What follows belongs to an exercise in optimizing a design on an open flow for small area, a short achievable clock period and few clock cycles; a production flow would make more cautious choices. In this exercise RTL edits were held to simulation tests only and were not proved equivalent to the original. Power is estimated from default activity; no workload was simulated.

===== flow/config.mk =====
export PLATFORM = sky130hd
export DESIGN_NAME = bps_engine
export DESIGN_NICKNAME = bps_engine
export VERILOG_FILES = /design/flow/design.v
export SDC_FILE = /design/flow/constraint.sdc
export NUM_CORES = 4
export LEC_CHECK = 0
export CAP_MARGIN = 30
export CORE_MARGIN = 2
export CORE_UTILIZATION = 50
export CTS_BUF_LIST = sky130_fd_sc_hd__clkbuf_8
export CTS_CLUSTER_SIZE = 30
export SLEW_MARGIN = 30

===== flow/constraint.sdc =====
create_clock -name core_clock -period 15.0 [get_ports {clk}]
set_input_delay 3.0000 -clock core_clock [delete_from_list [all_inputs] [get_ports {clk}]]
set_output_delay 3.0000 -clock core_clock [all_outputs]
set_load 0.01 [all_outputs]

===== flow/design.v =====
module bps_engine (
    input  wire        clk,
    input  wire        rst,           
    input  wire        host_we,
    input  wire [7:0]  host_addr,
    input  wire [63:0] host_wdata,
    output reg  [63:0] host_rdata,
    output wire        src_re,
    output wire [15:0] src_addr,
    input  wire [7:0]  src_rdata,
    output wire        patch_re,
    output wire [15:0] patch_addr,
    input  wire [7:0]  patch_rdata,
    output wire        out_re,
    output wire [15:0] out_raddr,
    input  wire [7:0]  out_rdata,
    output wire        out_we,
    output wire [15:0] out_waddr,
    output wire [7:0]  out_wdata
);
    localparam [2:0] E_FORMAT      = 3'd1;
    localparam [2:0] E_INTEGRITY   = 3'd2;
    localparam [2:0] E_BOUNDS      = 3'd3;
    localparam [2:0] E_CONSISTENCY = 3'd5;
    localparam [2:0] E_OVERFLOW    = 3'd6;
    localparam [2:0] E_CAPACITY    = 3'd7;
    localparam [3:0] S_MAG0  = 4'd0;    
    localparam [3:0] S_MAG   = 4'd1;    
    localparam [3:0] S_VAR   = 4'd2;    
    localparam [3:0] S_SCHK  = 4'd3;    
    localparam [3:0] S_TCHK  = 4'd4;    
    localparam [3:0] S_MCHK  = 4'd5;    
    localparam [3:0] S_FOOT0 = 4'd6;    
    localparam [3:0] S_FOOT  = 4'd7;    
    localparam [3:0] S_JMP   = 4'd8;    
    localparam [3:0] S_ICHK  = 4'd9;    
    localparam [3:0] S_ICHK2 = 4'd13;   
    localparam [3:0] S_MCHK2 = 4'd14;   
    localparam [3:0] S_SFILL = 4'd15;   
    localparam [3:0] S_COPY  = 4'd10;   
    localparam [3:0] S_TRCP  = 4'd11;   
    localparam [3:0] S_WAIT  = 4'd12;   
    localparam [2:0] V_SRC  = 3'd0;
    localparam [2:0] V_TGT  = 3'd1;
    localparam [2:0] V_META = 3'd2;
    localparam [2:0] V_CMD  = 3'd3;
    localparam [2:0] V_DEL  = 3'd4;
    reg        run;             
    reg        fin;             
    reg        flt;             
    reg [2:0]  err;
    reg [63:0] src_len;
    reg [63:0] patch_len;
    reg [15:0] patch_pos;
    reg [16:0] in_read_pos;
    reg [15:0] out_read_pos;
    reg [16:0] out_write_pos;
    reg [63:0] source_size;
    reg [16:0] target_size;
    reg [15:0] metadata_len;
    reg [31:0] crc_expected;
    reg [31:0] crc;             
    reg [3:0]  ms;
    reg [2:0]  vp;
    reg [15:0] pa;              
    reg [3:0]  vi;              
    reg [1:0]  vc;              
    reg [17:0] acc;             
    reg        vbig;            
    reg [1:0]  op;
    reg [15:0] cnt;             
    reg        lbig;            
    reg [16:0] rd_ptr;          
    reg        rbad;            
    reg        obad;            
    reg        wv;              
    reg        s5;              
    reg [15:0] p5pos;           
    reg [16:0] ca;              
    reg        crc_v;           
    reg [2:0]  starve;          
    wire [16:0] slen = src_len[16:0];
    wire [16:0] plen = patch_len[16:0];
    function [31:0] crc_byte;
        input [31:0] c;
        input [7:0]  d;
        integer k;
        reg [31:0] x;
        begin
            x = c ^ {24'd0, d};
            for (k = 0; k < 8; k = k + 1)
                x = x[0] ? ((x >> 1) ^ 32'hEDB88320) : (x >> 1);
            crc_byte = x;
        end
    endfunction
    wire hw       = host_we & ~run;
    wire start    = hw & (host_addr == 8'h00) & host_wdata[0];
    wire wr_slen  = hw & (host_addr == 8'h02);
    wire wr_plen  = hw & (host_addr == 8'h03);
    wire cap_over = (|src_len[63:17]) | (src_len[16] & |src_len[15:0]) |
                    (|patch_len[63:17]) | (patch_len[16] & |patch_len[15:0]);
    wire [3:0] state_code = {fin, 2'b00, run | (fin & flt)};
    wire [15:0] hsel   = 16'd1 << host_addr[3:0];
    wire        hlow   = ~|host_addr[7:4];
    wire [63:0] hmux   = ({64{hsel[1]}}  & {56'd0, 1'b0, err, state_code}) |
                         ({64{hsel[2]}}  & src_len) |
                         ({64{hsel[3]}}  & patch_len) |
                         ({64{hsel[4]}}  & {48'd0, patch_pos}) |
                         ({64{hsel[5]}}  & {47'd0, in_read_pos}) |
                         ({64{hsel[6]}}  & {48'd0, out_read_pos}) |
                         ({64{hsel[7]}}  & {47'd0, out_write_pos}) |
                         ({64{hsel[8]}}  & source_size) |
                         ({64{hsel[9]}}  & {47'd0, target_size}) |
                         ({64{hsel[10]}} & {48'd0, metadata_len}) |
                         ({64{hsel[11] & s5}} & {32'd0, crc_expected}) |
                         ({64{hsel[12] & s5}} & {32'd0, crc}) |
                         ({64{hsel[13] & fin & flt}} & {48'd0, patch_pos});
    always @(*) host_rdata = {64{hlow}} & hmux;
    wire exec_wants = run & (ms == S_COPY) & ~op[0];
    wire crc_wants  = run & (ca != slen);
    wire grant_exec = exec_wants & ~(crc_wants & (starve == 3'd7));
    wire crc_ride   = grant_exec & crc_wants & (rd_ptr[15:0] == ca[15:0]);
    wire crc_issue  = crc_wants & (~grant_exec | crc_ride);
    wire crc_done   = (ca == slen) & ~crc_v;
    wire integ      = run & s5 & crc_done & (crc != crc_expected);
    wire copy_issue = (ms == S_COPY) & (op[0] | grant_exec);
    assign src_re     = 1'b1;
    assign src_addr   = grant_exec ? rd_ptr[15:0] : ca[15:0];
    assign patch_re   = 1'b1;
    assign patch_addr = pa;
    assign out_re     = 1'b1;
    assign out_raddr  = rd_ptr[15:0];
    assign out_we     = run & (wv | (ms == S_TRCP));
    assign out_waddr  = out_write_pos[15:0];
    assign out_wdata  = (op == 2'd1) ? patch_rdata :
                        (op == 2'd3) ? out_rdata : src_rdata;
    wire [7:0] b    = patch_rdata;
    wire       term = b[7];
    wire [8:0] s    = {7'd0, vc} + {1'b0, b ^ 8'h80};
    wire       vovf = ((vi == 4'd8) & s[8]) | ((vi == 4'd9) & (|s[8:1]));
    wire [17:0] fs    = {1'b0, plen} - 18'd12;
    wire        vpast = fs[17] | ({1'b0, pa} > fs[16:0]);
    reg [17:0] acc_n;
    reg        big_n;
    always @(*) begin
        case (vi)
            4'd0:    begin acc_n = {9'd0, s};                big_n = 1'b0; end
            4'd1:    begin acc_n = {2'd0, s, acc[6:0]};      big_n = vbig; end
            4'd2:    begin acc_n = {s[3:0], acc[13:0]};      big_n = vbig | (|s[8:4]); end
            default: begin acc_n = acc;                      big_n = vbig | (|s); end
        endcase
    end
    reg  [5:0] ss_hi;
    wire [6:0] ss_in    = (ms == S_VAR) ? s[6:0] : {5'd0, vc};
    wire       ss_shift = ((ms == S_VAR) & (vp == V_SRC)) | (ms == S_SFILL);
    wire        tcap   = vbig | acc[17] | (acc[16] & (|acc[15:0]));
    wire        at_fs  = ~fs[17] & ({1'b0, pa} == fs[16:0]);
    wire [16:0] base   = op[0] ? {1'b0, out_read_pos} : in_read_pos;
    wire [16:0] mag    = acc[17:1];
    wire [17:0] r18    = acc[0] ? ({1'b0, base} - {1'b0, mag}) : ({1'b0, base} + {1'b0, mag});
    wire        mchk   = (ms == S_MCHK2);
    wire        ochk   = (ms == S_ICHK);
    wire [16:0] x_base = ochk ? out_write_pos : rd_ptr;
    wire [17:0] x_end  = {1'b0, x_base} + {2'd0, cnt} + {17'd0, ~mchk};
    wire [16:0] x_lim  = ochk ? target_size : (mchk | (op == 2'd1)) ? fs[16:0] : slen;
    wire        x_over = x_end > {1'b0, x_lim};
    wire        rd_oob = rbad | ((op == 2'd3) ? (rd_ptr >= out_write_pos) : x_over);
    wire [7:0] magic_byte = (vi[1:0] == 2'd0) ? 8'h42 :
                            (vi[1:0] == 2'd1) ? 8'h50 :
                            (vi[1:0] == 2'd2) ? 8'h53 : 8'h31;
    task hdr_fault;
        input [2:0] code;
        begin
            run     <= 1'b0;
            fin     <= 1'b1;
            flt     <= 1'b1;
            err     <= code;
        end
    endtask
    task x_fault;
        input [2:0] code;
        begin
            err <= code;
            ms  <= S_WAIT;
        end
    endtask
    task next_insn;
        begin
            if (at_fs)
                ms <= S_WAIT;
            else begin
                ms <= S_VAR;
                vp <= V_CMD;
                pa <= pa + 16'd1;
            end
        end
    endtask
    always @(posedge clk) begin
        crc_v <= run & crc_issue;
        wv    <= run & copy_issue;
        if (run) begin
            if (crc_v)
                crc <= ~crc_byte(~crc, src_rdata);
            if (crc_issue)
                ca <= ca + 17'd1;
            if (crc_wants & ~crc_issue)
                starve <= starve + 3'd1;
            else
                starve <= 3'd0;
            if (out_we)
                out_write_pos <= out_write_pos + 17'd1;
            case (ms)
                S_MAG0: begin
                    if (plen < 17'd4)
                        hdr_fault(E_BOUNDS);
                    else begin
                        pa <= pa + 16'd1;
                        ms <= S_MAG;
                    end
                end
                S_MAG: begin
                    if (b != magic_byte)
                        hdr_fault(E_FORMAT);
                    else begin
                        pa <= pa + 16'd1;
                        if (vi[1:0] == 2'd3) begin
                            patch_pos <= 16'd4;
                            vi <= 4'd0;
                            vp <= V_SRC;
                            ms <= S_VAR;
                        end else
                            vi <= vi + 4'd1;
                    end
                end
                S_VAR: begin
                    if (vpast | vovf) begin
                        if (vp == V_CMD || vp == V_DEL)
                            x_fault(vpast ? E_BOUNDS : E_OVERFLOW);
                        else begin
                            hdr_fault(vpast ? E_BOUNDS : E_OVERFLOW);
                            if (vp == V_SRC)
                                source_size <= 64'd0;
                        end
                    end else begin
                        acc  <= acc_n;
                        vbig <= big_n;
                        if (ss_shift)
                            {ss_hi, source_size} <= {ss_in, ss_hi, source_size[63:7]};
                        if (!term) begin
                            vi <= vi + 4'd1;
                            vc <= s[8:7];
                            pa <= pa + 16'd1;
                        end else begin
                            vi <= 4'd0;
                            vc <= 2'd0;
                            case (vp)
                                V_SRC: begin
                                    vi <= vi + 4'd1;
                                    vc <= s[8:7];
                                    ms <= (vi == 4'd9) ? S_SCHK : S_SFILL;
                                end
                                V_TGT:  ms <= S_TCHK;
                                V_META: ms <= S_MCHK;
                                V_CMD: begin
                                    op   <= acc_n[1:0];
                                    cnt  <= acc_n[17:2];
                                    lbig <= big_n;
                                    if (acc_n[1]) begin
                                        vp <= V_DEL;
                                        pa <= pa + 16'd1;
                                    end else
                                        ms <= S_ICHK;
                                end
                                default: ms <= S_ICHK;
                            endcase
                        end
                    end
                end
                S_SFILL: begin
                    {ss_hi, source_size} <= {ss_in, ss_hi, source_size[63:7]};
                    vc <= 2'd0;
                    vi <= vi + 4'd1;
                    if (vi == 4'd9)
                        ms <= S_SCHK;
                end
                S_SCHK: begin
                    vi <= 4'd0;
                    vc <= 2'd0;
                    if (source_size != src_len)
                        hdr_fault(E_FORMAT);
                    else begin
                        patch_pos <= pa;
                        vp <= V_TGT;
                        ms <= S_VAR;
                        pa <= pa + 16'd1;
                    end
                end
                S_TCHK: begin
                    if (tcap)
                        hdr_fault(E_CAPACITY);
                    else begin
                        target_size <= acc[16:0];
                        patch_pos <= pa;
                        vp <= V_META;
                        ms <= S_VAR;
                        pa <= pa + 16'd1;
                    end
                end
                S_MCHK: begin
                    rd_ptr <= {1'b0, pa};
                    cnt <= acc[15:0];
                    rbad <= vbig | (|acc[17:16]);
                    ms <= S_MCHK2;
                end
                S_MCHK2: begin
                    if (rbad | x_over)
                        hdr_fault(E_BOUNDS);
                    else begin
                        metadata_len <= cnt;
                        patch_pos <= x_end[15:0];
                        p5pos <= x_end[15:0];
                        pa <= fs[15:0];
                        ms <= S_FOOT0;
                    end
                end
                S_FOOT0: begin
                    pa <= pa + 16'd1;
                    ms <= S_FOOT;
                end
                S_FOOT: begin
                    crc_expected <= {b, crc_expected[31:8]};
                    if (vi[1:0] == 2'd3) begin
                        vi <= 4'd0;
                        s5 <= 1'b1;
                        pa <= patch_pos;
                        ms <= S_JMP;
                    end else begin
                        vi <= vi + 4'd1;
                        pa <= pa + 16'd1;
                    end
                end
                S_JMP: next_insn;
                S_ICHK: begin
                    rd_ptr <= (op == 2'd0) ? out_write_pos :
                              (op == 2'd1) ? {1'b0, pa} : r18[16:0];
                    rbad <= op[1] & (vbig | r18[17]);
                    obad <= lbig | x_over;
                    ms <= S_ICHK2;
                end
                S_ICHK2: begin
                    if (obad | rd_oob)
                        x_fault(E_BOUNDS);
                    else begin
                        if (op == 2'd1) begin
                            patch_pos <= x_end[15:0];
                            pa <= pa + 16'd1;
                            ms <= S_TRCP;
                        end else begin
                            patch_pos <= pa;
                            ms <= S_COPY;
                        end
                        if (op == 2'd2)
                            in_read_pos <= x_end[16:0];
                        if (op == 2'd3)
                            out_read_pos <= x_end[15:0];
                    end
                end
                S_COPY: begin
                    if (copy_issue) begin
                        rd_ptr <= rd_ptr + 17'd1;
                        cnt <= cnt - 16'd1;
                        if (cnt == 16'd0)
                            next_insn;
                    end
                end
                S_TRCP: begin
                    cnt <= cnt - 16'd1;
                    if (cnt == 16'd0)
                        next_insn;
                    else
                        pa <= pa + 16'd1;
                end
                default: begin  
                    if (!wv && crc_done) begin
                        run <= 1'b0;
                        fin <= 1'b1;
                        if (err != 3'd0)
                            flt <= 1'b1;
                        else if (out_write_pos != target_size) begin
                            flt <= 1'b1;
                            err <= E_CONSISTENCY;
                        end else
                            flt <= 1'b0;
                    end
                end
            endcase
            if (integ) begin
                run <= 1'b0;
                fin <= 1'b1;
                flt <= 1'b1;
                err <= E_INTEGRITY;
                patch_pos <= p5pos;
                in_read_pos <= 17'd0;
                out_read_pos <= 16'd0;
                out_write_pos <= 17'd0;
            end
        end else begin
            ms     <= S_MAG0;
            pa     <= 16'd0;
            vi     <= 4'd0;
            vc     <= 2'd0;
            ca     <= 17'd0;
            starve <= 3'd0;
            if (wr_slen)
                src_len <= host_wdata;
            if (wr_plen)
                patch_len <= host_wdata;
            if (start) begin
                patch_pos     <= 16'd0;
                in_read_pos   <= 17'd0;
                out_read_pos  <= 16'd0;
                out_write_pos <= 17'd0;
                source_size   <= 64'd0;
                target_size   <= 17'd0;
                metadata_len  <= 16'd0;
                crc           <= 32'd0;
                s5            <= 1'b0;
                                if (cap_over) begin
                    fin <= 1'b1;
                    flt <= 1'b1;
                    err <= E_CAPACITY;
                end else begin
                    run <= 1'b1;
                    fin <= 1'b0;
                    flt <= 1'b0;
                    err <= 3'd0;
                end
            end
        end
        if (rst) begin
            run           <= 1'b0;
            fin           <= 1'b0;
            flt           <= 1'b0;
            err           <= 3'd0;
            src_len       <= 64'd0;
            patch_len     <= 64'd0;
            patch_pos     <= 16'd0;
            in_read_pos   <= 17'd0;
            out_read_pos  <= 16'd0;
            out_write_pos <= 17'd0;
            source_size   <= 64'd0;
            target_size   <= 17'd0;
            metadata_len  <= 16'd0;
            crc           <= 32'd0;
            s5            <= 1'b0;
                    end
    end
endmodule

===== flow/flow/run.sh =====
#!/bin/bash
# Layout flow: the standard synthesis unchanged, then the standard layout with a
# setup repair margin of 7.5 ns (repair_timing works toward a slack of 7.5 ns at the design's
# 15 ns clock) and every port buffered with a buf_1 cell (repair may upsize them).
set -euo pipefail
bash standard.sh synth > synth.log 2>&1
bash standard.sh SETUP_SLACK_MARGIN=7.5 "BUFFER_PORTS_ARGS=-buffer_cell sky130_fd_sc_hd__buf_1" finish > layout.log 2>&1

===== flow/standard.sh =====
#!/bin/bash
# synth_recipe.tcl (not shown) runs the flow's synth.tcl, then flattens the netlist and writes it again
# the make line also repeats each setting of config.mk as NAME=value (left out here)
make -C /OpenROAD-flow-scripts/flow DESIGN_CONFIG=/design/flow/config.mk WORK_HOME=/design/flow/orfs CLKGATE_MAP_FILE= SYNTH_SCRIPT=/design/flow/synth_recipe.tcl "${@:-finish}"

==> results by group, run 1 <==
STA
  • Final setup fails: 0
  • Worst-margin pin slew: 1044 ps
  • Final hold viol count: 0
  • Hold_ws: 473.0 ps
  • Worst slew margin: 29.42%
  • Max Fclk: 0.1305 GHz
  • Final worst path period need: 7660 ps
  • Max-slew violations: 0
  • Tcrit/Tclk final: 51.07%
  • Worst clock skew: 38.48 ps
  • RSZ-0062 raised after global routing: true
  • Setup TNS: 0 ps

Global routing
  • GRT Total Usage: 41.86%
  • First-pass GRT wire length: 195.2 mm
  • Largest net degree at the start of global routing: 99
  • GRT overflow: 0
  • Vias in the first global route: 28670
  • Initial antenna violation count: 4

Die
  • Rows: 90
  • Die Ht: 250.7 um
  • IO Pins: 239
  • Starting Density: 50.49%
  • Die Footprint: 62830 um^2
  • Core area: 60250 um^2
  • Die width: 250.7 um

Yosys
  • Synthesized instance count: 3678
  • Yosys warnings: 1
  • Synth Flop Type: dfxtp_1
  • Post-synthesis sequential area ratio: 36.13%
  • Yosys cell types: 93
  • Asr flop ratio synth: 0%
  • Seq cells post-synth: 492
  • Avg Inst Size Synth: 8.271 um^2
  • Post-synth EDFFs: 114
  • Synth Cell Area: 30420 um^2

CTS
  • Cts hold-fix bufs: 0
  • Clock Pin Slew Worst Setup and Hold Paths: 60 ps
  • TritonCTS clock tree: yes
  • # H-tree levels: 3
  • Num CTS Buffers: 89
  • Worst skew pair latency: 710 ps
  • Clock tree sinks: 492
  • CTS root buf: clkbuf_8
  • Clock Path Buffers: 3

Power
  • Switching share of power: 24.80%
  • Pwr dens: 79.05 nW/um^2
  • Maximum vdd drop: 0.00006148 V
  • Clock Power Share: 46.9%
  • Comb pwr share: 4.5%
  • Int Pwr: 0.002087 W
  • Seq pwr share: 48.7%
  • Leak pwr: 12.53 nW
  • Net Sw Power: 0.0006883 W

Routing
  • Vias per cell: 6.651
  • DR iter-0 viols: 4071
  • ANT nets after route: 0
  • DR WL/cell: 29.31 um
  • Detailed-route via count: 31210
  • Final WL: 137.5 mm
  • DRT Pass-1 Iters: 8
  • Remaining DRCs: 0

Setup path
  • Setup CP Type: input port to primary output
  • CP Data Arrival Time: 4660 ps
  • Critical Path Sink Type: primary output
  • CP startpoint kind: input port
  • R2R depth: 23
  • FF-to-FF setup slack: 7800 ps
  • Worst-path fanout max: 6
  • WP data required: 12000 ps

Worst hold path
  • Hold path depth: 2
  • Tightest Hold Check Type: flip-flop to flip-flop

Placement
  • Final estimated routing congestion in global placement: 1.009
  • PortBufs: 235
  • Dpl hpwl: 100.1 mm

Layout
  • Filler cells: 5551
  • Layout cell share with drive strength beyond 1: 11.95%
  • Layout area overhead: 15.43%
  • Layout Nets: 4044
  • End-of-flow core utilization: 58.29%

Status
  • Status: complete, no violations

Run
  • Max-cap violation count: 0
-- power by group through the flow --
stage | Sequential, W | Combinational, W | Clock, W
CTS | 0.00135 | 0.000113 | 0.00131
floorplan | 0.00138 | 0.0000635 | 0
global route | 0.00135 | 0.000130 | 0.00136
detailed placement | 0.00138 | 0.0000973 | 0
global placement | 0.00138 | 0.0000956 | 0
finish | 0.00135 | 0.000124 | 0.00130
-- synth_stat cells (all sizes together) (63+ instances only) --
| cell | instances | area share (%) |
|---|---|---|
| nand2 | 508 | 6.3 |
| dfxtp | 378 | 25 |
| nor2 | 357 | 4.4 |
| a21oi | 344 | 5.8 |
| xnor2 | 221 | 6.4 |
| clkbuf | 219 | 2.7 |
| a22oi | 125 | 3.1 |
| o21ai | 124 | 2.0 |
| edfxtp | 114 | 11 |
| xor2 | 109 | 3.1 |
| nand3 | 105 | 1.8 |
| ha | 102 | 4.2 |
| buf | 81 | 1.6 |
| nand4 | 64 | 1.3 |
| nor4 | 63 | 1.4 |
-- cell families after synthesis --
kind of cell / share of synthesized area (%)
other: 0.01233
buffers and inverters: 5.158
AND/OR/NAND/NOR: 20.22
AO/OA/AOI/OAI: 21.44
multiplexers: 3.081
flip-flops: 36.13
XOR/XNOR: 9.501
adder cells (fa/ha/maj): 4.459
-- layout by cell type, fill, tap and decap left out, types with 29 or more instances in the layout --
cell,instances
inv_1,96
mux2i_1,61
o21ai_0,119
mux2_2,29
clkbuf_8,113
a222oi_1,46
xor2_1,107
buf_4,88
a22o_1,32
nor3_1,47
xnor2_1,221
ha_1,102
a221oi_1,37
nand4_1,64
dfxtp_1,375
nand3_1,102
edfxtp_1,114
a21oi_1,327
a22oi_1,114
nor4_1,60
a211oi_1,35
buf_1,202
nor2_1,347
nand2_1,502
-- per-layer routing --
layer | GRT usage, % | part of all wire (%) | routed length [um]
met2 | 62.30 | 43 | 58470
met3 | 10.75 | 12 | 16190
met1 | 55.71 | 39 | 54260
met4 | 22.19 | 6.2 | 8579
met5 | 0 | 0.020 | 27
-- through the flow --
step | power, W | std cells | instance area, um^2 | worst slack [ps]
6_report | 0.002776 | 4693 | 35110 | 7340
5_1_grt | 0.002838 | 4693 | 35110 | 7349
4_1_cts | 0.002771 | 4670 | 34540 | 7386
3_5_place_dp | 0.001477 | 4458 | 31600 | 5977
3_3_place_gp | 0.001476 | 4457 | 31540 | 5736
2_1_floorplan | 0.001443 | 3680 | 30460 | 7474
-- worst max-delay path: stages --
cell	delay (ps)
buf_12	100
nand2b_4	230
nor2_4	110
a22o_1	240
a221o_1	320
a221oi_4	300
a31oi_2	180
buf_2	180
-- state kept, by name, summed over array words and instances, names as in the netlist, 18 cells and up --
| register | cells |
|---|---|
| patch_len | 64 |
| source_size | 64 |
| acc | 18 |
| crc | 32 |
| crc_expected | 32 |
| src_len | 64 |
-- repair_timing --
item                       CTS  global route
pin swaps                   36            40
cloned                       7             5
gates resized for setup    126            85
buffers inserted            44            16
setup endpoints to repair  171           176
-- layout make-up --
class	instances	area [um^2]	area share [%]
Antenna cell	2	5.005	0.01425
Clock buffer	113	1555	4.429
Clock inverter	48	240.2	0.6841
Inverter	66	262.8	0.7483
Multi-Input combinational cell	2826	18670	53.16
Sequential cell	492	11000	31.32
Tap cell	782	978.4	2.786
Timing Repair Buffer	364	2406	6.852
-- final timing paths --
kind | startpoint | end
worst max-delay path | host_addr[1] | host_rdata[15]
worst min-delay path | patch_len[30] | patch_len[30]
worst max register to register | ms[3] | patch_pos[8]
worst min register to register | patch_len[30] | patch_len[30]
Testbench counts, summed over its fixed seeds: cycles 172,364.
==> run 2, diff against run 1 <==
--- a/flow/design.v
+++ b/flow/design.v
@@ -317,7 +317,6 @@
                         hdr_fault(E_BOUNDS);
                     else begin
                         metadata_len <= cnt;
-                        patch_pos <= x_end[15:0];
                         p5pos <= x_end[15:0];
                         pa <= fs[15:0];
                         ms <= S_FOOT0;
@@ -332,7 +331,8 @@
                     if (vi[1:0] == 2'd3) begin
                         vi <= 4'd0;
                         s5 <= 1'b1;
-                        pa <= patch_pos;
+                        patch_pos <= p5pos;
+                        pa <= p5pos;
                         ms <= S_JMP;
                     end else begin
                         vi <= vi + 4'd1;
@@ -352,7 +352,6 @@
                         x_fault(E_BOUNDS);
                     else begin
                         if (op == 2'd1) begin
-                            patch_pos <= x_end[15:0];
                             pa <= pa + 16'd1;
                             ms <= S_TRCP;
                         end else begin
@@ -375,8 +374,10 @@
                 end
                 S_TRCP: begin
                     cnt <= cnt - 16'd1;
-                    if (cnt == 16'd0)
+                    if (cnt == 16'd0) begin
+                        patch_pos <= pa;
                         next_insn;
+                    end
                     else
                         pa <= pa + 16'd1;
                 end
--- a/flow/config.mk
+++ b/flow/config.mk
@@ -8,6 +8,7 @@
 export CAP_MARGIN = 30
 export CORE_MARGIN = 2
 export CORE_UTILIZATION = 50
-export CTS_BUF_LIST = sky130_fd_sc_hd__clkbuf_8
-export CTS_CLUSTER_SIZE = 30
+export CTS_BUF_LIST = sky130_fd_sc_hd__clkbuf_16
+export CTS_CLUSTER_DIAMETER = 150
+export CTS_CLUSTER_SIZE = 20
 export SLEW_MARGIN = 30
==> results by group, run 2 <==
Status
  • Status: complete, no violations

Yosys
  • Largest area contributor in the netlist: dfxtp_1
  • Synthesized instance count: 3702 (+0.65%)
  • Yosys warnings: 1 (unchanged)
  • Post-synth EDFFs: 114 (unchanged)
  • Seq cells post-synth: 492 (unchanged)
  • Synth Flop Type: dfxtp_1
  • Most common cell in the netlist: nand2_1
  • Avg Inst Size Synth: 8.230 um^2 (-0.49%)
  • Most frequent cells after synthesis: nand2_1 (560), dfxtp_1 (378), a21oi_1 (326), nor2_1 (276), clkbuf_1 (225)
  • Asr flop ratio synth: 0% (unchanged)
  • Synth Cell Area: 30470 um^2 (+0.16%)
  • Share of the synthesized area in the top cell type: 24.84% (-0.040 points)
  • Yosys cell types: 96 (+3.2%)
  • Post-synthesis sequential area ratio: 36.07% (-0.058 points)
  • Area contributors post-synth: dfxtp_1 (25%), edfxtp_1 (11%), nand2_1 (6.9%)

Layout
  • Biggest regs: patch_len (64), source_size (64), src_len (64)
  • Commonest non-fill, non-tap cell in the layout: nand2_1
  • Layout area overhead: 9.790%
  • Layout cell share with drive strength beyond 1: 8.199% (-3.7 points)
  • Layout Nets: 3981 (-1.6%)
  • Most frequent cells in the layout: nand2_1 (555), dfxtp_1 (377), a21oi_1 (323)
  • Cell Count, Final, Fillers Out: 4577 (-2.5%)

CTS
  • Clock Pin Slew Worst Setup and Hold Paths: 100 ps (+40 ps)
  • # H-tree levels: 1 (-2)
  • Worst skew pair latency: 650 ps (-60 ps)
  • CTS root buf: clkbuf_16
  • TritonCTS clock tree: yes
  • Num CTS Buffers: 28 (-69%)
  • Clock Path Buffers: 3 (unchanged)
  • Cts hold-fix bufs: 0 (unchanged)
  • Clock tree sinks: 492 (unchanged)

Routing
  • Detailed-route via count: 31070 (-0.47%)
  • DRT Pass-1 Iters: 7 (-1)
  • Final WL: 139.8 mm (+1.7%)
  • Remaining DRCs: 0 (unchanged)
  • Vias per cell: 6.787 (+2.1%)
  • DR iter-0 viols: 4324 (+6.2%)
  • ANT nets after route: 0 (unchanged)
  • DR WL/cell: 30.55 um (+4.2%)

STA
  • Final setup fails: 0 (unchanged)
  • Worst clock skew: 40.02 ps (+1.539 ps)
  • Worst slew margin: 27.69% (-1.7 points)
  • Final worst path period need: 7604 ps (-55.87 ps)
  • Max Fclk: 0.1315 GHz (+0.73%)
  • Worst-margin pin slew: 1075 ps (+30.76 ps)
  • Tcrit/Tclk final: 50.69% (-0.37 points)
  • Setup TNS: 0 ps (unchanged)
  • Final hold viol count: 0 (unchanged)
  • Max-slew violations: 0 (unchanged)
  • RSZ-0062 raised after global routing: true

Run
  • Max-cap violation count: 0 (unchanged)

Global routing
  • Initial antenna violation count: 3 (-1)
  • Vias in the first global route: 28670 (-0.028%)
  • Largest net degree at the start of global routing: 98 (-1.0%)
  • GRT overflow: 0 (unchanged)
  • First-pass GRT wire length: 197.7 mm (+1.3%)
  • GRT Total Usage: 42.38% (+0.53 points)

Power
  • Maximum vdd drop: 0.00009241 V (+50%)
  • Pwr dens: 68.73 nW/um^2 (-13%)
  • Leak pwr: 11.76 nW (-6.2%)

Setup path
  • CP startpoint kind: input port
  • R2R depth: 24 (+4.3%)
  • Worst-path fanout max: 8 (+2)
  • Critical Path Sink Type: primary output
  • CP Data Arrival Time: 4600 ps (-60 ps)
  • FF-to-FF setup slack: 7810 ps (about the same)
  • WP data required: 12000 ps (about the same)
  • Setup CP Type: input port to primary output

Die
  • Core area: 60250 um^2 (unchanged)
  • Die Ht: 250.9 um (about the same)
  • IO Pins: 239 (unchanged)
  • Rows: 90 (unchanged)
  • Die width: 250.9 um (about the same)
  • Die Footprint: 62930 um^2 (+0.16%)
  • Starting Density: 50.58% (+0.081 points)

Placement
  • PortBufs: 235 (unchanged)
  • Cell total after placement: 4480 (+0.49%)
  • Dpl hpwl: 104.0 mm (+3.9%)
  • Final estimated routing congestion in global placement: 1.035 (+2.6%)

Worst hold path
  • Tightest Hold Check Type: flip-flop to flip-flop
  • Hold path depth: 1 (-1)
## run 2: cell count changes after synthesis, sizes merged, moves of 14 or more
cell	change
xor2	+30
nand2	+53
a22oi	-44
o211ai	+18
a21oi	-17
a22o	+48
nor3	+26
nor2	-80
o41ai	-14
a221oi	-23
a32oi	+21
xnor2	-26
## run 2: metrics by stage
stage | total power, W | util [%] | area, um^2 | setup WS (ps) | hold WS, ps
5_1_grt | 0.002344 | 55.52 | 33450 | 7399 | 435.1
2_1_floorplan | 0.001442 | - | 30500 | 7480 | 398.4
3_3_place_gp | 0.001477 | 52.38 | 31560 | 6337 | 406.5
4_1_cts | 0.002284 | 54.47 | 32820 | 7465 | 433.8
6_report | 0.002299 | 55.53 | 33450 | 7396 | 430.3
3_5_place_dp | 0.001479 | 52.46 | 31610 | 6369 | 419.3
## run 2: power breakdown
group          switching, W  internal (W)  total [W]
sequential       0.00000106       0.00135    0.00135
combinational     0.0000787     0.0000399   0.000119
clock              0.000489      0.000342   0.000831
total              0.000569       0.00173    0.00230
## run 2: metal layers
layer	share of wire (%)	track usage, %	vias to the layer above
met3	10	9.029	485
met5	0	0	-
li1	-	-	13560
met4	8.5	28.01	0
met2	44	65.83	1989
met1	38	53.28	15040
## run 2: final timing paths
kind / endpoint / startpoint
setup / recovery: host_rdata[11] / host_addr[0]
hold / removal: starve[0] / starve[0]
setup reg to reg: patch_pos[7] / ms[3]
hold reg to reg: starve[0] / starve[0]
## run 2: worst max-delay path: stages
cell      delay (ps)
buf_12           120
nand2b_4         160
nor3_4           310
buf_6            160
buf_12           110
a22oi_2           60
nand2_1          110
a221oi_2          60
a31oi_2          320
buf_2            190
## run 2: logic make-up (layout without fill, tap and decap cells)
logic type,after synthesis,count (layout),share of synthesized area [%]
simple gates,1330,1332,20.14
flops,492,492,36.07
xor+xnor,334,334,9.601
other cells,1,5,0.01231
compound gates,987,987,21.79
fa+ha+maj,104,104,4.369
buf+inv,373,460,5.223
mux,81,81,2.792
## run 2: area by class of cell
class	count	area, um^2
diodes	2	5.005
flip-flops and latches	492	10990
clock buffers	28	700.7
well taps	782	978.4
clock inverters	17	95.09
repair buffers	348	2131
inverters	67	251.5
multi-input cells	2841	18300
fillers	5655	26790
## run 2: timing repair
action / in CTS / in global routing
gates cloned: 2 / 6
pin swaps: 13 / 19
buffers inserted: 14 / 26
setup endpoints to repair: 64 / 110
resized for setup: 65 / 69
Testbench counts of run 2, summed over its fixed seeds: cycles 172,364.
==> run 3, diff against run 2 <==
--- a/flow/config.mk
+++ b/flow/config.mk
@@ -7,7 +7,7 @@
 export LEC_CHECK = 0
 export CAP_MARGIN = 30
 export CORE_MARGIN = 2
-export CORE_UTILIZATION = 50
+export CORE_UTILIZATION = 60
 export CTS_BUF_LIST = sky130_fd_sc_hd__clkbuf_16
 export CTS_CLUSTER_DIAMETER = 150
 export CTS_CLUSTER_SIZE = 20
==> results by group, run 3 <==
Die
  • IO Pins: 239 (unchanged)
  • Die Footprint: 52600 um^2 (-16%)
  • Die Ht: 229.4 um (-8.6%)
  • Starting Density: 60.73% (+10 points)
  • Rows: 82 (-8.9%)
  • Core area: 50170 um^2 (-17%)
  • Die width: 229.4 um (-8.6%)

Power
  • Power, Total: 0.002287 W (-0.51%)
  • Comb pwr share: 5.0% (-0.2 points)
  • Clock Power Share: 36.0% (about the same)
  • Maximum vdd drop: 0.0001205 V (+30%)
  • Switching share of power: 24.54% (-0.21 points)
  • Pwr dens: 69.09 nW/um^2 (+0.53%)
  • Leak pwr: 11.60 nW (-1.3%)
  • Net Sw Power: 0.0005612 W (-1.3%)
  • Seq pwr share: 59.0% (+0.3 points)
  • Int Pwr: 0.001726 W (-0.24%)

Yosys
  • Asr flop ratio synth: 0% (unchanged)
  • Synth Flop Type: dfxtp_1
  • Synthesized instance count: 3702 (unchanged)
  • Synth Cell Area: 30470 um^2 (unchanged)
  • Most frequent cells after synthesis: nand2_1 (560), dfxtp_1 (378), a21oi_1 (326), nor2_1 (276), clkbuf_1 (225)
  • Post-synthesis sequential area ratio: 36.07% (unchanged)
  • Most common cell in the netlist: nand2_1
  • Seq cells post-synth: 492 (unchanged)
  • Largest area contributor in the netlist: dfxtp_1
  • Yosys warnings: 1 (unchanged)
  • Post-synth EDFFs: 114 (unchanged)
  • Share of the synthesized area in the top cell type: 24.84% (unchanged)
  • Yosys cell types: 96 (unchanged)
  • Avg Inst Size Synth: 8.230 um^2 (unchanged)
  • Area contributors post-synth: dfxtp_1 (25%), edfxtp_1 (11%), nand2_1 (6.9%)

STA
  • Worst slew margin: 23.97% (-3.7 points)
  • Max-slew violations: 0 (unchanged)
  • Final worst path period need: 7466 ps (-138.5 ps)
  • RSZ-0062 raised after global routing: true
  • Max Fclk: 0.1339 GHz (+1.9%)
  • Setup TNS: 0 ps (unchanged)
  • Final hold viol count: 0 (unchanged)
  • Final setup fails: 0 (unchanged)
  • Tcrit/Tclk final: 49.77% (-0.92 points)
  • Worst-margin pin slew: 1130 ps (+55.31 ps)
  • Worst clock skew: 49.74 ps (+9.723 ps)

Run
  • Max-cap violation count: 0 (unchanged)

Routing
  • DR WL/cell: 30.36 um (-0.60%)
  • Remaining DRCs: 0 (unchanged)
  • Vias per cell: 7.166 (+5.6%)
  • DRT Pass-1 Iters: 14 (+7)
  • DR iter-0 viols: 4844 (+12%)
  • Final WL: 135.1 mm (-3.3%)
  • Detailed-route via count: 31900 (+2.7%)
  • ANT nets after route: 0 (unchanged)

Setup path
  • Critical Path Sink Type: primary output
  • CP bufs+invs: 3 (-1)
  • Crit-path cells: buf_12 > nand2b_4 > buf_6 > nor2_4 > a222oi_1 > o211a_1 > a21oi_2 > buf_1
  • CP startpoint kind: input port
  • Setup CP Type: input port to primary output
  • Max incr delay on CP: 250 ps (-70 ps)
  • Slowest cell on crit path: nor2_4
  • Worst-path fanout max: 14 (+6)
  • Top Family by Delay on Critical Path: compound AO/OA/AOI/OAI gates
  • WP data required: 12000 ps (about the same)
  • CP Data Arrival Time: 4470 ps (-130 ps)

Global routing
  • Vias in the first global route: 29280 (+2.1%)
  • Initial antenna violation count: 3 (unchanged)
  • Largest net degree at the start of global routing: 99 (+1.0%)
  • First-pass GRT wire length: 193.0 mm (-2.4%)
  • GRT overflow: 0 (unchanged)
  • GRT Total Usage: 49.05% (+6.7 points)

Layout
  • Layout cell share with drive strength beyond 1: 7.254% (-0.94 points)
  • Commonest non-fill, non-tap cell in the layout: nand2_1
  • Multi-input logic area: 18300 um^2 (about the same)
  • Most frequent cells in the layout: nand2_1 (555), dfxtp_1 (377), a21oi_1 (322)
  • Storage element area: 10990 um^2 (unchanged)
  • Layout Nets: 3967 (-0.35%)
  • Layout area overhead: 8.652%
  • Filler cells: 4226 (-25%)
  • Biggest regs: patch_len (64), source_size (64), src_len (64)

Placement
  • Dpl hpwl: 99.17 mm (-4.7%)
  • Final estimated routing congestion in global placement: 1.091 (+5.4%)
  • PortBufs: 235 (unchanged)

CTS
  • Worst skew pair latency: 660 ps (about the same)
  • Clock tree sinks: 492 (unchanged)
  • Clock Pin Slew Worst Setup and Hold Paths: 70 ps (-30 ps)
  • Clock Path Buffers: 3 (unchanged)
  • CTS root buf: clkbuf_16
  • # H-tree levels: 1 (unchanged)
  • Cts hold-fix bufs: 0 (unchanged)
  • TritonCTS clock tree: yes
  • Num CTS Buffers: 28 (unchanged)

Status
  • Status: complete, no violations

Worst hold path
  • Tightest Hold Check Type: flip-flop to flip-flop
## run 3: cell counts after synthesis
No cell type changed its count.
## run 3: kinds of logic after synthesis
group | count (synthesis) | synth area share (%)
simple gates | 1330 | 20.14
fa+ha+maj | 104 | 4.369
mux | 81 | 2.792
other cells | 1 | 0.01231
flops | 492 | 36.07
xor+xnor | 334 | 9.601
compound gates | 987 | 21.79
buf+inv | 373 | 5.223
## run 3: final cells by class
type | count | share of cell area (%)
multi-input combinational | 2843 | 55.27
sequential | 492 | 33.20
timing repair buffer | 332 | 5.835
tap | 672 | 2.540
clock buffer | 28 | 2.116
inverter | 67 | 0.7597
clock inverter | 15 | 0.2646
antenna | 2 | 0.01512
## run 3: per-layer routing
metal  vias to the layer above  wire, um  share of wire (%)  GRT usage (%)
met5                         -         0                  0              0
met4                         0     13450                 10          36.40
met3                       727     18780                 14          13.87
met2                      2743     56560                 42          74.02
met1                     14910     46350                 34          59.73
li1                      13520         -                  -              -
## run 3: worst paths after layout
| check | start | end | slack, ps | depth (start not counted) |
|---|---|---|---|---|
| setup / recovery | host_addr[2] | host_rdata[3] | 7530 | 8 |
| hold / removal | starve[0] | starve[0] | 430 | 1 |
| setup reg to reg | ms[3] | p5pos[11] | 7710 | 25 |
| hold reg to reg | starve[0] | starve[0] | 430 | 1 |
## run 3: through the flow
| step | utilization [%] | std cells | area (um^2) | setup WS (ps) | hold slack [ps] |
|---|---|---|---|---|---|
| CTS | 65.27 | 4434 | 32750 | 7463 | 428.2 |
| floorplan | - | 3704 | 30500 | 7480 | 398.4 |
| global placement | 62.59 | 4367 | 31400 | 6332 | 406.6 |
| finish | 65.99 | 4451 | 33110 | 7534 | 426.8 |
| detailed placement | 62.62 | 4368 | 31420 | 6472 | 416.6 |
| global route | 65.98 | 4449 | 33100 | 7497 | 461.6 |
## run 3: power by group through the flow
stage	Sequential [W]	Clock [W]	Combinational [W]
6_report	0.00135	0.000823	0.000115
5_1_grt	0.00135	0.000856	0.000120
4_1_cts	0.00135	0.000816	0.000106
3_5_place_dp	0.00138	0	0.0000965
3_3_place_gp	0.00138	0	0.0000935
2_1_floorplan	0.00138	0	0.0000623
## run 3: repair_timing
item,in CTS,in global routing
gates cloned,7,2
pin swaps,15,15
gates resized for setup,64,39
buffers inserted,16,13
endpoints found under the setup margin,65,97
==> run 4, diff against run 3 <==
==> flow/flow/run.sh (replaced) <==
#!/bin/bash
# Layout flow: the standard synthesis unchanged, then the standard layout with a
# setup repair margin of 7.5 ns (repair_timing works toward a slack of 7.5 ns at the design's
# 15 ns clock), every port buffered with a buf_1 cell (repair may upsize them), and the
# floorplan step removing synthesis buffers instead of repairing timing before placement.
set -euo pipefail
bash standard.sh synth > synth.log 2>&1
bash standard.sh SETUP_SLACK_MARGIN=7.5 REMOVE_ABC_BUFFERS=1 "BUFFER_PORTS_ARGS=-buffer_cell sky130_fd_sc_hd__buf_1" finish > layout.log 2>&1
--- a/flow/config.mk
+++ b/flow/config.mk
@@ -7,7 +7,7 @@
 export LEC_CHECK = 0
 export CAP_MARGIN = 30
 export CORE_MARGIN = 2
-export CORE_UTILIZATION = 60
+export CORE_UTILIZATION = 50
 export CTS_BUF_LIST = sky130_fd_sc_hd__clkbuf_16
 export CTS_CLUSTER_DIAMETER = 150
 export CTS_CLUSTER_SIZE = 20
==> results by group, run 4 <==
Setup path
  • Crit-path cells: buf_12 > nand2b_4 > nor2_4 > a22oi_1 > nand2_1 > a221oi_2 > a31oi_2 > buf_2
  • Critical Path Start: host_addr[3]
  • Setup CP Type: input port to primary output
  • Critical Path Sink Type: primary output
  • Max incr delay on CP: 310 ps (+60 ps)
  • Reg-to-reg startpoint: ms[3]
  • WP data required: 12000 ps (about the same)
  • CP Data Arrival Time: 4520 ps (+50 ps)
  • CP startpoint kind: input port
  • Slowest cell on crit path: nor2_4
  • Worst-path fanout max: 14 (unchanged)

Placement
  • Dpl hpwl: 103.0 mm (+3.8%)
  • DP Worst Slack: 6560 ps (+87.55 ps)
  • Final estimated routing congestion in global placement: 1.057 (-3.1%)
  • Placed cell areas: 31580 um^2 (+0.50%)
  • PortBufs: 235 (unchanged)

Yosys
  • Avg Inst Size Synth: 8.230 um^2 (unchanged)
  • Synth Flop Type: dfxtp_1
  • Post-synth EDFFs: 114 (unchanged)
  • Synthesized instance count: 3702 (unchanged)
  • Seq cells post-synth: 492 (unchanged)
  • Synth Cell Area: 30470 um^2 (unchanged)
  • Asr flop ratio synth: 0% (unchanged)
  • Share of the synthesized area in the top cell type: 24.84% (unchanged)
  • Area contributors post-synth: dfxtp_1 (25%), edfxtp_1 (11%), nand2_1 (6.9%)
  • Most common cell in the netlist: nand2_1
  • Yosys warnings: 1 (unchanged)
  • Largest area contributor in the netlist: dfxtp_1
  • Most frequent cells after synthesis: nand2_1 (560), dfxtp_1 (378), a21oi_1 (326), nor2_1 (276), clkbuf_1 (225)
  • Yosys cell types: 96 (unchanged)
  • Post-synthesis sequential area ratio: 36.07% (unchanged)

Power
  • Leak pwr: 11.74 nW (+1.2%)
  • Pwr dens: 68.64 nW/um^2 (-0.65%)
  • Maximum vdd drop: 0.00009725 V (-19%)
  • Power, Total: 0.002303 W (+0.70%)

Global routing
  • First-pass GRT wire length: 198.2 mm (+2.7%)
  • GRT Total Usage: 42.37% (-6.7 points)
  • Initial antenna violation count: 4 (+1)
  • Largest net degree at the start of global routing: 88 (-11%)
  • GRT overflow: 0 (unchanged)
  • Vias in the first global route: 28340 (-3.2%)

STA
  • Tcrit/Tclk final: 50.12% (+0.35 points)
  • RSZ-0062 raised after global routing: true
  • Worst slew margin: 29.10% (+5.1 points)
  • Setup TNS: 0 ps (unchanged)
  • Final worst path period need: 7518 ps (+52.11 ps)
  • Worst-margin pin slew: 1063 ps (-66.55 ps)
  • Worst clock skew: 37.32 ps (-12.42 ps)
  • Final setup fails: 0 (unchanged)
  • Final WS setup: 7482 ps (-52.11 ps)
  • Max-slew violations: 0 (unchanged)
  • Final hold viol count: 0 (unchanged)
  • Max Fclk: 0.1330 GHz (-0.69%)

Routing
  • M1 wire length: 53.38 mm (+15%)
  • Detailed-route via count: 31090 (-2.5%)
  • ANT nets after route: 0 (unchanged)
  • DR WL/cell: 30.40 um (+0.13%)
  • Remaining DRCs: 0 (unchanged)
  • DR iter-0 viols: 4338 (-10%)
  • DRT Pass-1 Iters: 8 (-6)
  • Vias per cell: 6.800 (-5.1%)
  • WL met3: 12.99 mm (-31%)
  • DR top layer: met5
  • Final WL: 139.0 mm (+2.9%)
  • DR WL met2: 61.83 mm (+9.3%)

CTS
  • # H-tree levels: 1 (unchanged)
  • Worst skew pair latency: 660 ps (about the same)
  • TritonCTS clock tree: yes
  • Clock Pin Slew Worst Setup and Hold Paths: 90 ps (+20 ps)
  • CTS root buf: clkbuf_16
  • Clock tree sinks: 492 (unchanged)
  • Num CTS Buffers: 28 (unchanged)
  • Clock Path Buffers: 3 (unchanged)

Die
  • Rows: 90 (+9.8%)
  • Core area: 60250 um^2 (+20%)
  • Die width: 250.9 um (+9.4%)
  • Die Ht: 250.9 um (+9.4%)
  • IO Pins: 239 (unchanged)
  • Starting Density: 50.58% (-10 points)
  • Die Footprint: 62930 um^2 (+20%)

Status
  • Status: complete, no violations

Worst hold path
  • Tightest Hold Check Type: flip-flop to flip-flop
  • Worst hold start: starve[0]

Layout
  • Commonest non-fill, non-tap cell in the layout: nand2_1
  • Layout cell share with drive strength beyond 1: 8.285% (+1.0 points)
  • End-of-flow core utilization: 55.69% (-10 points)
  • Ant. Diodes: 0 (-2)
  • Layout area overhead: 10.12%
  • Biggest regs: patch_len (64), source_size (64), src_len (64)
  • Design area: 33550 um^2 (+1.4%)
  • Layout Nets: 3979 (+0.30%)
  • Most frequent cells in the layout: nand2_1 (555), dfxtp_1 (377), a21oi_1 (321)

Run
  • Max-cap violation count: 0 (unchanged)
[run 4: routing by layer]
metal / vias to the layer above / global-route usage, %
met2: 1941 / 66.94
li1: 13540 / -
met3: 450 / 8.097
met1: 15160 / 53.48
met5: - / 0
met4: 2 / 26.53
[run 4: final timing paths]
path | endpoint | slack, ps | cells past startpoint
min | starve[0] | 440 | 1
min reg2reg | starve[0] | 440 | 1
max reg2reg | p5pos[12] | 7850 | 22
max | host_rdata[9] | 7480 | 8
[run 4: critical path, delay by kind of cell]
family,cells,cell delay [ps]
AO/OA/AOI/OAI,3,530
AND/OR/NAND/NOR,3,640
buffers and inverters,2,320
[run 4: per-stage QoR]
step                cells  hold WS (ps)
floorplan            3398         398.4
global placement     4482         409.2
detailed placement   4482         422.9
CTS                  4555         436.9
global route         4572         442.2
finish               4572         443.2
[run 4: cell families after synthesis]
group	count (synthesis)	synth area share, %
compound gates	987	21.79
other cells	1	0.01231
flops	492	36.07
simple gates	1330	20.14
buf+inv	373	5.223
mux	81	2.792
xor+xnor	334	9.601
fa+ha+maj	104	4.369
[run 4: layout make-up]
class,count,area [um^2]
fillers,5716,26690
well taps,782,978.4
repair inverters,1,5.005
clock inverters,16,91.34
inverters,67,255.2
flip-flops and latches,492,10990
repair buffers,343,2105
clock buffers,28,700.7
multi-input cells,2843,18430
[run 4: report_power, final]
part	switching, W	internal, W	total [W]
clock	0.000494	0.000341	0.000835
combinational	0.0000788	0.0000398	0.000119
sequential	0.00000104	0.00135	0.00135
total	0.000574	0.00173	0.00230
[run 4: what timing repair did]
| action | 4_1_cts | 5_1_grt |
|---|---|---|
| buffers inserted | 18 | 14 |
| hold endpoints to repair | 0 | 0 |
| setup endpoints to repair | 125 | 92 |
| pin swaps | 21 | 22 |
| resized for setup | 99 | 47 |
| gates cloned | 11 | 3 |
| hold buffers | 0 | 0 |
==> run 5, diff against run 4 <==
--- a/flow/config.mk
+++ b/flow/config.mk
@@ -7,7 +7,7 @@
 export LEC_CHECK = 0
 export CAP_MARGIN = 30
 export CORE_MARGIN = 2
-export CORE_UTILIZATION = 50
+export CORE_UTILIZATION = 60
 export CTS_BUF_LIST = sky130_fd_sc_hd__clkbuf_16
 export CTS_CLUSTER_DIAMETER = 150
 export CTS_CLUSTER_SIZE = 20
==> results by group, run 5 <==
Status
  • Status: complete, no violations

Power
  • Clock Power Share: 36.1% (-0.2 points)
  • Comb pwr share: 5.1% (about the same)
  • Pwr dens: 69.02 nW/um^2 (+0.54%)
  • Maximum vdd drop: 0.00008763 V (-9.9%)
  • Switching share of power: 24.69% (-0.22 points)
  • Int Pwr: 0.001730 W (about the same)
  • Seq pwr share: 58.8% (+0.2 points)
  • Power, Total: 0.002297 W (-0.27%)
  • Leak pwr: 11.68 nW (-0.48%)
  • Net Sw Power: 0.0005672 W (-1.1%)

Worst hold path
  • Tightest Hold Check Type: flip-flop to flip-flop

CTS
  • Clock Pin Slew Worst Setup and Hold Paths: 90 ps (about the same)
  • CTS root buf: clkbuf_16
  • TritonCTS clock tree: yes
  • Clock tree sinks: 492 (unchanged)
  • # H-tree levels: 1 (unchanged)
  • Num CTS Buffers: 28 (unchanged)
  • Cts hold-fix bufs: 0 (unchanged)
  • Clock Path Buffers: 3 (unchanged)
  • Worst skew pair latency: 650 ps (about the same)

Setup path
  • Worst-path fanout max: 15 (+1)
  • Max incr delay on CP: 310 ps (about the same)
  • CP startpoint kind: input port
  • Slowest cell on crit path: nor3_4
  • CP bufs+invs: 5 (+3)
  • Crit-path cells: buf_16 > nand2b_4 > nor3_4 > buf_6 > buf_8 > clkbuf_16 > a222oi_1 > nor2_1 > buf_1
  • Top Family by Delay on Critical Path: buffers and inverters
  • CP Data Arrival Time: 4490 ps (-30 ps)
  • Setup CP Type: input port to primary output
  • Critical Path Sink Type: primary output
  • WP data required: 12000 ps (about the same)

Yosys
  • Largest area contributor in the netlist: dfxtp_1
  • Avg Inst Size Synth: 8.230 um^2 (unchanged)
  • Synthesized instance count: 3702 (unchanged)
  • Area contributors post-synth: dfxtp_1 (25%), edfxtp_1 (11%), nand2_1 (6.9%)
  • Synth Cell Area: 30470 um^2 (unchanged)
  • Yosys cell types: 96 (unchanged)
  • Seq cells post-synth: 492 (unchanged)
  • Most frequent cells after synthesis: nand2_1 (560), dfxtp_1 (378), a21oi_1 (326), nor2_1 (276), clkbuf_1 (225)
  • Asr flop ratio synth: 0% (unchanged)
  • Post-synth EDFFs: 114 (unchanged)
  • Share of the synthesized area in the top cell type: 24.84% (unchanged)
  • Synth Flop Type: dfxtp_1
  • Yosys warnings: 1 (unchanged)
  • Most common cell in the netlist: nand2_1
  • Post-synthesis sequential area ratio: 36.07% (unchanged)

Routing
  • DR iter-0 viols: 5446 (+26%)
  • Detailed-route via count: 32000 (+2.9%)
  • Remaining DRCs: 0 (unchanged)
  • ANT nets after route: 0 (unchanged)
  • DR WL/cell: 30.04 um (-1.2%)
  • DRT Pass-1 Iters: 13 (+5)
  • Final WL: 133.7 mm (-3.8%)
  • Vias per cell: 7.189 (+5.7%)

Placement
  • Dpl hpwl: 97.74 mm (-5.1%)
  • PortBufs: 235 (unchanged)
  • Cell total after placement: 4369 (-2.5%)
  • Final estimated routing congestion in global placement: 1.046 (-1.1%)
  • Placed cell areas: 31420 um^2 (-0.50%)
  • DP Worst Slack: 6578 ps (+18.12 ps)

STA
  • Worst clock skew: 28.46 ps (-8.856 ps)
  • Worst-margin pin slew: 995.2 ps (-68.20 ps)
  • Worst slew margin: 33.21% (+4.1 points)
  • Setup TNS: 0 ps (unchanged)
  • Final setup fails: 0 (unchanged)
  • Final WS setup: 7510 ps (+27.95 ps)
  • Tcrit/Tclk final: 49.93% (-0.19 points)
  • Max Fclk: 0.1335 GHz (+0.37%)
  • Max-slew violations: 0 (unchanged)
  • RSZ-0062 raised after global routing: true
  • Final worst path period need: 7490 ps (-27.95 ps)
  • Final hold viol count: 0 (unchanged)

Global routing
  • GRT Total Usage: 48.62% (+6.2 points)
  • Largest net degree at the start of global routing: 84 (-4.5%)
  • Initial antenna violation count: 3 (-1)
  • First-pass GRT wire length: 192.9 mm (-2.7%)
  • GRT overflow: 0 (unchanged)
  • Vias in the first global route: 29330 (+3.5%)

Layout
  • Commonest non-fill, non-tap cell in the layout: nand2_1
  • Layout area overhead: 9.235%
  • Layout Nets: 3968 (-0.28%)
  • Design area: 33280 um^2 (-0.81%)
  • Layout cell share with drive strength beyond 1: 7.755% (-0.53 points)
  • Most frequent cells in the layout: nand2_1 (555), dfxtp_1 (377), a21oi_1 (322)
  • Biggest regs: patch_len (64), source_size (64), src_len (64)
  • Cell Count, Final, Fillers Out: 4451 (-2.6%)

Die
  • IO Pins: 239 (unchanged)
  • Die Ht: 229.4 um (-8.6%)
  • Die width: 229.4 um (-8.6%)
  • Die Footprint: 52600 um^2 (-16%)
  • Rows: 82 (-8.9%)
  • Starting Density: 60.73% (+10 points)
  • Core area: 50170 um^2 (-17%)

Run
  • Max-cap violation count: 0 (unchanged)
## run 5: cell count changes in the layout (fill, tap and decap cells not counted), moves of 3 or more
cell      previous run  this run
a221oi_1            11        19
a221oi_2            17         9
a31oi_1             33        42
a31oi_2             15         5
buf_1              212       207
buf_12               8        11
buf_2               10        18
buf_4               85        72
nor2_4              10         7
## run 5: final timing paths
path                     start             end  slack [ps]  depth (start not counted)
setup reg to reg         ms[2]           pa[6]        7870                         23
setup / recovery  host_addr[2]  host_rdata[41]        7510                          9
hold reg to reg      starve[0]       starve[0]         440                          1
hold / removal       starve[0]       starve[0]         440                          1
## run 5: logic make-up (layout without fill, tap and decap cells)
family	after synthesis	count (layout)	synth area share, %
AND/OR/NAND/NOR	1330	1332	20.14
flip-flops	492	492	36.07
adder cells (fa/ha/maj)	104	104	4.369
multiplexers	81	81	2.792
other	1	4	0.01231
AO/OA/AOI/OAI	987	987	21.79
XOR/XNOR	334	334	9.601
buffers and inverters	373	445	5.223
## run 5: worst register-to-register path, cell delays in order, from the launching register on
cell	delay (ps)
dfxtp_1	330
buf_4	300
nand2_1	280
nor2_2	510
clkinvlp_4	310
fa_1	510
fa_1	460
a21oi_1	220
o221ai_1	250
a31oi_1	320
nor2b_1	70
o21a_1	210
o21ai_0	290
o31a_1	340
ha_1	290
nand2_1	70
nor2_1	80
a31oi_1	140
a31oi_1	100
o21a_1	300
o21ai_0	560
and4_1	600
nand2_4	220
o221a_2	270
## run 5: stage by stage
step                      hold WS [ps]  utilization, %
final                            436.3           66.34
after global routing             449.6           66.34
after CTS                        435.3           65.37
after detailed placement         423.4           62.63
after global placement           409.4           62.60
after floorplan                  398.4               -
## run 5: per-layer routing
| layer | GRT usage [%] | vias to the layer above | part of all wire (%) |
|---|---|---|---|
| met5 | 0 | - | 0.0097 |
| met4 | 33.54 | 2 | 9.4 |
| met3 | 12.36 | 746 | 13 |
| met2 | 74.35 | 2725 | 43 |
| met1 | 60.25 | 15020 | 34 |
| li1 | - | 13510 | - |
## run 5: power groups by stage
| stage | logic, W | clock network [W] | registers [W] |
|---|---|---|---|
| 2_1_floorplan | 0.0000477 | 0 | 0.00138 |
| 3_3_place_gp | 0.0000932 | 0 | 0.00138 |
| 3_5_place_dp | 0.0000955 | 0 | 0.00138 |
| 4_1_cts | 0.000106 | 0.000819 | 0.00135 |
| 5_1_grt | 0.000123 | 0.000864 | 0.00135 |
| 6_report | 0.000118 | 0.000829 | 0.00135 |
## run 5: layout make-up
type | count | area [um^2]
multi-input cells | 2841 | 18300
fillers | 4219 | 16890
flip-flops and latches | 492 | 10990
repair buffers | 334 | 2098
well taps | 672 | 840.8
clock buffers | 28 | 700.7
inverters | 67 | 255.2
clock inverters | 15 | 87.58
repair inverters | 1 | 5.005
diodes | 1 | 2.502
## run 5: repair_timing
action | 4_1_cts | 5_1_grt
buffers inserted | 8 | 16
pin swaps | 17 | 18
cloned | 8 | 6
gates resized for setup | 88 | 44
endpoints found under the setup margin | 96 | 125

afterwards: timing with drivers on the ports:
In the flow no input, the clock included, has a driving cell. The finished layouts below were timed again as built, in two steps.
Step 1 sets driving cells, clkbuf_16 on the clock port and buf_2 on the other inputs (assumed; they add their load-dependent delay and slew).
Step 2 also shifts input and output timing later by t, the mid clock arrival at the registers, as if the neighbouring blocks saw the same clock.
Three values: no drivers, after step 1, after step 2; two values: the first two.
run | t (ns) | slack for setup (ns) | worst setup path at the end | latest minus earliest clock arrival (ns)
run 1 | 0.752 | 7.340 / 7.203 / 6.874 | input to register | 0.039 / 0.038
run 2 | 0.704 | 7.396 / 7.331 / 7.331 | input to output | 0.040 / 0.040
run 3 | 0.699 | 7.534 / 7.425 / 7.425 | input to output | 0.049 / 0.050
run 4 | 0.709 | 7.482 / 7.397 / 7.397 | input to output | 0.037 / 0.038
run 5 | 0.695 | 7.510 / 7.406 / 7.406 | input to output | 0.029 / 0.029
After both steps every run listed still meets setup and hold. The setup slack of run 1, which loses most, moves by -0.137 ns with the drivers and by -0.466 ns with both steps.
